Source: an optimization exercise on an open RTL-to-GDS flow (aim: small area, a short achievable clock period and few clock cycles). Production flows keep margins and buffers that such runs may drop. RTL that was checked went through simulation tests only; none was proved equivalent to the original. Power figures rest on the tool's default switching activity, not on a simulated workload.

JK:
Design fsc_fp, start of the top module:
module fsc_fp (
    input  wire        clk,
    input  wire        rst,           
    input  wire        in_valid,
    input  wire [7:0]  in_data,
    output wire        in_ready,
    input  wire        fp_reset,
    input  wire        set_intron,
    input  wire [31:0] intron_in,     
    output wire        ev_valid,
    input  wire        ev_ready,
    output wire [2:0]  ev_code,
    output wire [63:0] ev_data,
    input  wire        ans_valid,
    input  wire [7:0]  ans_data       
);
Size in the first run: roughly 850 cells after synthesis, roughly 120 I/O pins.
==> flow/config.mk <==
export PLATFORM = sky130hd
export DESIGN_NAME = fsc_fp
export DESIGN_NICKNAME = fsc_fp
export VERILOG_FILES = /design/flow/design.v
export SDC_FILE = /design/flow/constraint.sdc
export NUM_CORES = 4
export LEC_CHECK = 0
export CAP_MARGIN = 20
export CORE_MARGIN = 2
export CORE_UTILIZATION = 40
export SLEW_MARGIN = 20
==> flow/constraint.sdc <==
create_clock -name core_clock -period 9.0 [get_ports {clk}]
set_input_delay 1.8000 -clock core_clock [delete_from_list [all_inputs] [get_ports {clk}]]
set_output_delay 1.8000 -clock core_clock [all_outputs]
set_load 0.01 [all_outputs]
standard.sh (not shown) runs the stock make flow with config.mk's settings and CLKGATE_MAP_FILE= SYNTH_SCRIPT=/design/flow/synth_recipe.tcl, a recipe that flattens the netlist after the stock synthesis.
==> flow/flow/run.sh <==
#!/bin/bash
# The standard ORFS layout (standard.sh) with these changes:
#  - synthesis maps logic with flow/abc_area.script (see synth_prefix.tcl)
#  - plain buf_1 port buffers instead of the default delay cells
#  - timing repair aimed at a shorter period than the design's
#  - a clock tree of smaller buffers, without dummy loads
set -e
here=$(pwd)
sed "s#@ABC_SCRIPT@#$here/flow/abc_area.script#" flow/synth_prefix.tcl > my_synth.tcl
cat synth_recipe.tcl >> my_synth.tcl
sed "s#SYNTH_SCRIPT=[^ ]*#SYNTH_SCRIPT=$here/my_synth.tcl#" standard.sh > my_standard.sh
export BUFFER_PORTS_ARGS="-buffer_cell sky130_fd_sc_hd__buf_1"
export SETUP_SLACK_MARGIN=5.6
export CTS_ARGS="-sink_clustering_enable -repair_clock_nets -dont_use_dummy_load -buf_list {sky130_fd_sc_hd__clkbuf_4 sky130_fd_sc_hd__clkbuf_8}"
bash my_standard.sh > standard.log 2>&1
==> flow/flow/abc_area.script <==
strash
&get -n
&st
&dch
&nf -R 1000
&put
==> flow/flow/synth_prefix.tcl <==
set my_abc_script @ABC_SCRIPT@
proc fix_abc {args} {
  global abc_args my_abc_script
  if {[lindex $abc_args 0] eq "-script" && [lindex $abc_args 1] ne $my_abc_script} {
    set abc_args [lreplace $abc_args 1 1 $my_abc_script]
  }
}
trace add variable ::abc_args write fix_abc
JK completed; timing, DRC and antenna clean
Testbench counts of JK, summed over its fixed seeds: cycles 15,963.
> inputs changed (JK -> MS)
--- a/flow/design.v
+++ b/flow/design.v
@@ -33,17 +33,14 @@
     reg        hok, hlen0;    
     reg [2:0]  type_q;
     reg        rdy;
     reg [7:0]  fa, fb;
     reg        fa_v, fb_v;
     reg        p_rf, p_beg, p_comp, p_type, p_inv, vw;
-    reg        rf_q;             
     reg        v_lat;
-    reg        ev_v, s_comp, s_type, s_inv, s_rf;
-    wire       s_beg = p_beg;    
-    reg  [3:0] nbeg;
+    reg        ev_v, s_comp, s_type, s_inv, s_rf, s_beg;
     reg [2:0]  ev_c;
     reg        cs_v, cs_hi, cs_last, par;
     reg [7:0]  cs_b;
     reg [15:0] c0, c1;
     reg        k0, k1;
     reg        upd, fold, fin1, fin2, fin3, fin4;
@@ -53,18 +50,15 @@
     wire        len1 = (blen == 16'd1);
     assign ev_valid = ev_v;
     assign ev_code  = ev_c;
     assign ev_data[7:0]  = ({8{fa_v}}   & fa) |
                            ({8{s_type}} & {5'd0, type_q}) |
                            ({8{s_comp}} & {7'd0, v_lat}) |
-                           ({8{!nbeg[0]}} & hdr[7:0]);
-    assign ev_data[8]     = (s_type & v_lat) | (!nbeg[0] & hdr[8]);
-    assign ev_data[23:9]  = {15{!nbeg[0]}} & hdr[23:9];
-    assign ev_data[37:24] = {14{!nbeg[1]}} & hdr[37:24];
-    assign ev_data[50:38] = {13{!nbeg[2]}} & hdr[50:38];
-    assign ev_data[63:51] = {13{!nbeg[3]}} & hdr[63:51];
+                           ({8{s_beg}}  & hdr[7:0]);
+    assign ev_data[8]    = (s_type & v_lat) | (s_beg & hdr[8]);
+    assign ev_data[63:9] = {55{s_beg}} & hdr[63:9];
     wire fire = ev_v && ev_ready;
     wire pop  = fire && fa_v;
     wire [7:0] ib = intron[mpos*8 +: 8];
     wire m_cur = (in_data == ib);
     wire m_0   = (in_data == intron[7:0]);
     wire h7     = q_hdr && (hcnt == 3'd7);
@@ -80,14 +74,14 @@
     wire n_thr  = (q_thr && !t_last) || (ans && !hlen0 && !acc);
     wire push   = take && q_body;
     wire fa_ld  = !fa_v || pop;
     wire fa_v_n = fa_v ? (!pop || fb_v || push) : push;
     wire fb_v_n = fb_v ? (!pop || push) : (push && fa_v && !pop);
     wire end_acc  = (push && len1) || (ans && acc && hlen0);
-    wire p_rf_n   = rf_q || (p_rf && !(fire && s_rf));
-    wire p_beg_n  = t_h7 || (p_beg && !fire);
+    wire p_rf_n   = rf_hit || (p_rf && !(fire && s_rf));
+    wire p_beg_n  = t_h7 || (p_beg && !(fire && s_beg));
     wire p_comp_n = end_acc || (p_comp && !(fire && s_comp));
     wire p_type_n = end_acc || (p_type && !(fire && s_type));
     wire p_inv_n  = (ans && !acc && hlen0) || (take && q_thr && len1) ||
                     (p_inv && !(fire && s_inv));
     wire vw_n     = (push && len1) || (vw && !fin4);
     wire cs_in  = take && ((q_hdr && !hcnt[2]) || q_body);
@@ -165,24 +159,23 @@
             q_thr   <= 1'b0;
             mpos    <= 2'd0;
             rdy     <= 1'b1;
             fa_v    <= 1'b0;
             fb_v    <= 1'b0;
             p_rf    <= 1'b0;
-            rf_q    <= 1'b0;
             p_beg   <= 1'b0;
-            nbeg    <= 4'hF;
             p_comp  <= 1'b0;
             p_type  <= 1'b0;
             p_inv   <= 1'b0;
             vw      <= 1'b0;
             ev_v    <= 1'b0;
             s_comp  <= 1'b0;
             s_type  <= 1'b0;
             s_inv   <= 1'b0;
             s_rf    <= 1'b0;
+            s_beg   <= 1'b0;
             ev_c    <= 3'd0;
             cs_v    <= 1'b0;
             upd     <= 1'b0;
             fold    <= 1'b0;
             fin1    <= 1'b0;
             fin2    <= 1'b0;
@@ -197,41 +190,36 @@
             q_hdr  <= n_hdr;
             q_wait <= n_wait;
             q_body <= n_body;
             q_thr  <= n_thr;
             fa_v   <= fa_v_n;
             fb_v   <= fb_v_n;
-            rdy    <= !((q_wait && !ans_valid) || t_h7 || (q_body && fb_v_n) ||
-                        (q_hdr && ((hcnt == 3'd6 && take) || hcnt == 3'd7) &&
-                         (fa_v || p_comp || p_type || p_inv || p_rf)));
+            rdy    <= !((q_wait && !ans_valid) || t_h7 || (q_body && fb_v_n));
             if (take && q_srch) begin
                 if (m_cur)
                     mpos <= mpos + 2'd1;
                 else if (mpos != 2'd0)
                     mpos <= m_0 ? 2'd1 : 2'd0;
             end
             if (rf_hit) begin
                 hcnt <= 3'd0;
                 par  <= 1'b0;
             end
             p_rf   <= p_rf_n;
-            rf_q   <= rf_hit;
             p_beg  <= p_beg_n;
-            nbeg[0] <= !p_beg_n;
-            nbeg[1] <= !t_h7 && !(p_beg && !fire);
-            nbeg[2] <= !(t_h7 || p_beg) || (!t_h7 && fire);
-            nbeg[3] <= t_h7 ? 1'b0 : (!p_beg || fire);
             p_comp <= p_comp_n;
             p_type <= p_type_n;
             p_inv  <= p_inv_n;
             vw     <= vw_n;
-            ev_v   <= fa_v_n || (p_comp_n ? !vw_n : (p_type_n || p_inv_n || p_rf_n)) || p_beg_n;
+            ev_v   <= fa_v_n || (p_comp_n ? !vw_n :
+                                 (p_type_n || p_inv_n || p_rf_n || p_beg_n));
             s_comp <= !fa_v_n && p_comp_n && !vw_n;
             s_type <= !fa_v_n && !p_comp_n && p_type_n;
             s_inv  <= !fa_v_n && !p_comp_n && !p_type_n && p_inv_n;
             s_rf   <= !fa_v_n && !p_comp_n && !p_type_n && !p_inv_n && p_rf_n;
+            s_beg  <= !fa_v_n && !p_comp_n && !p_type_n && !p_inv_n && !p_rf_n && p_beg_n;
             ev_c   <= fa_v_n ? 3'd3 : p_comp_n ? 3'd4 : p_type_n ? 3'd5 :
                       p_inv_n ? 3'd6 : p_rf_n ? 3'd1 : p_beg_n ? 3'd2 : 3'd0;
         end
     end
 endmodule
 module fsc_fp_add16(input [15:0] a, input [15:0] b, input ci, output [15:0] s, output co);
Results
JK -> MS: via count decreased slightly. Max area fraction in compound gates after synthesis across MS and JK: JK. The count of non-filler cells in the finished layout on MS is in line with that on JK. | internal power of the cells | lower: MS |. In the metrics for MS and JK, the one carrying the lower mean routed wirelength per cell is MS.
No functional check of the RTL was part of MS.

* * *

Another version of the RTL of fsc_fp (not shown whole).
Size in the first run: ~830 cells after synthesis, about 200 flip-flops, about 120 I/O pins, roughly 9100 um^2 of cells after synthesis.
clock: 9.0 ns
lec_check: 0
cap_margin: 20
core_margin: 2
core_utilization: 40
slew_margin: 20
==> flow/flow/run.sh <==
#!/bin/bash
# The standard ORFS layout (standard.sh) with these changes:
#  - synthesis maps logic with flow/abc_area.script (see synth_prefix.tcl)
#  - plain buf_1 port buffers instead of the default delay cells
#  - timing repair aimed at a shorter period than the design's
#  - a clock tree of smaller buffers, without dummy loads
set -e
here=$(pwd)
sed "s#@ABC_SCRIPT@#$here/flow/abc_area.script#" flow/synth_prefix.tcl > my_synth.tcl
cat synth_recipe.tcl >> my_synth.tcl
sed "s#SYNTH_SCRIPT=[^ ]*#SYNTH_SCRIPT=$here/my_synth.tcl#" standard.sh > my_standard.sh
export BUFFER_PORTS_ARGS="-buffer_cell sky130_fd_sc_hd__buf_1"
export SETUP_SLACK_MARGIN=5.8
export CTS_ARGS="-sink_clustering_enable -repair_clock_nets -dont_use_dummy_load -buf_list {sky130_fd_sc_hd__clkbuf_4 sky130_fd_sc_hd__clkbuf_8}"
bash my_standard.sh > standard.log 2>&1
Scripts as last shown in full above: flow/flow/abc_area.script, flow/flow/synth_prefix.tcl
The starting point finished clean.
Testbench counts at the start, summed over its fixed seeds: cycles 15,963.
==> next run, changes <==
--- a/flow/design.v
+++ b/flow/design.v
@@ -27,22 +27,21 @@
     reg [31:0] intron;
     reg        q_srch, q_hdr, q_wait, q_body, q_thr;
     reg [1:0]  mpos;
     reg [2:0]  hcnt;
     reg [63:0] hdr_n;         
     wire [63:0] hdr = ~hdr_n;
+    reg        hok, hlen0;    
     reg [2:0]  type_q;
     reg        rdy;
     reg [7:0]  fa, fb;
     reg        fa_v, fb_v;
     reg        p_rf, p_beg, p_comp, p_type, p_inv, vw;
     reg        rf_q;             
     reg        v_lat;
-    reg        ev_v, s_comp, s_type;
-    wire       s_inv = (ev_c == 3'd6);
-    wire       s_rf  = (ev_c == 3'd1);
+    reg        ev_v, s_comp, s_type, s_inv, s_rf;
     wire       s_beg = p_beg;    
     reg  [3:0] nbeg;
     reg [2:0]  ev_c;
     reg        cs_v, cs_hi, cs_last, par;
     reg [7:0]  cs_b;
     reg [15:0] c0, c1;
@@ -70,15 +69,12 @@
     wire m_0   = (in_data == intron[7:0]);
     wire h7     = q_hdr && (hcnt == 3'd7);
     wire rf_hit = take && q_srch && m_cur && (mpos == 2'd3);
     wire t_h7   = take && h7;
     wire t_last = take && (q_body || q_thr) && len1;
     wire ans    = q_wait && ans_valid;
-    wire hok    = (hdr[7:3] == 5'd0) && (hdr[2:0] != 3'd0) && (hdr[2:0] <= 3'd4) &&
-                  (blen <= 16'd32);
-    wire hlen0  = (blen == 16'd0);
     wire acc    = (ans_data == 8'h01) && hok;
     wire n_srch = (q_srch && !rf_hit) || (ans && hlen0) || t_last;
     wire n_hdr  = (q_hdr && !t_h7) || rf_hit;
     wire n_wait = (q_wait && !ans_valid) || t_h7;
     wire n_body = (q_body && !t_last) || (ans && !hlen0 && acc);
     wire n_thr  = (q_thr && !t_last) || (ans && !hlen0 && !acc);
@@ -121,12 +117,15 @@
             hdr_n[63:32] <= ~{in_data, hdr[63:40]};
             hdr_n[15:0]  <= ~hdr[23:8];
             hcnt         <= hcnt + 3'd1;
         end
         if (take && (q_hdr || q_body || q_thr))
             hdr_n[31:16] <= q_hdr ? ~hdr[39:24] : ~bdec;
+        hok   <= (hdr[7:3] == 5'd0) && (hdr[2:0] != 3'd0) && (hdr[2:0] <= 3'd4) &&
+                 (blen <= 16'd32);
+        hlen0 <= (blen == 16'd0);
         if (q_wait && !p_type)
             type_q <= hdr[2:0];
         cs_v    <= cs_in;
         cs_hi   <= par;
         cs_last <= push && len1;
         if (cs_in) par <= !par;
@@ -176,12 +175,14 @@
             p_type  <= 1'b0;
             p_inv   <= 1'b0;
             vw      <= 1'b0;
             ev_v    <= 1'b0;
             s_comp  <= 1'b0;
             s_type  <= 1'b0;
+            s_inv   <= 1'b0;
+            s_rf    <= 1'b0;
             ev_c    <= 3'd0;
             cs_v    <= 1'b0;
             upd     <= 1'b0;
             fold    <= 1'b0;
             fin1    <= 1'b0;
             fin2    <= 1'b0;
@@ -223,12 +224,14 @@
             p_type <= p_type_n;
             p_inv  <= p_inv_n;
             vw     <= vw_n;
             ev_v   <= fa_v_n || (p_comp_n ? !vw_n : (p_type_n || p_inv_n || p_rf_n)) || p_beg_n;
             s_comp <= !fa_v_n && p_comp_n && !vw_n;
             s_type <= !fa_v_n && !p_comp_n && p_type_n;
+            s_inv  <= !fa_v_n && !p_comp_n && !p_type_n && p_inv_n;
+            s_rf   <= !fa_v_n && !p_comp_n && !p_type_n && !p_inv_n && p_rf_n;
             ev_c   <= fa_v_n ? 3'd3 : p_comp_n ? 3'd4 : p_type_n ? 3'd5 :
                       p_inv_n ? 3'd6 : p_rf_n ? 3'd1 : p_beg_n ? 3'd2 : 3'd0;
         end
     end
 endmodule
 module fsc_fp_add16(input [15:0] a, input [15:0] b, input ci, output [15:0] s, output co);
After rerunning:
- via count goes up by a few percent
- utilization barely changes
- worst hold slack is about the same
- wire length goes up by a few percent
- final cell count goes up slightly
- worst setup slack gets better by 50 ps
- maximum frequency goes up slightly
- non-clock buffer count is unchanged
- register-to-register slack gets worse by 30 ps
- cell area stays flat
- die area goes up slightly
Testbench counts after the change, summed over its fixed seeds: cycles 15,963.

[re-timing with driven ports]
In the flow no input, the clock included, has a driving cell. The finished layouts below were timed again as built, in two steps.
Step 1: set_driving_cell puts a clkbuf_16 on clk and a buf_2 on each other input, an assumption about the parent block.
Step 2, shift: input delay + t, output delay - t, t = (earliest + latest rising clock arrival at the registers) / 2. This alone moves slack from input paths to output paths.
Three values: no drivers, after step 1, after step 2; two values: the first two.
run | shift t [ns] | setup WS [ns] | hold slack, ns | pins driven straight from the clock port
JK | 0.487 | 5.724 / 5.690 / 5.256 | 0.372 / 0.372 / 0.372 | 1
MS | 0.493 | 5.709 / 5.666 / 5.271 | 0.371 / 0.371 / 0.371 | 1
the first run of note 2 | 0.487 | 5.744 / 5.704 / 5.345 | 0.366 / 0.366 / 0.366 | 1
the second run of note 2 | 0.482 | 5.794 / 5.754 / 5.487 | 0.368 / 0.368 / 0.368 | 1
After both steps setup and hold are still met in every run listed. The setup slack of JK, which loses most, moves by -0.034 ns with the drivers and by -0.468 ns with both steps.
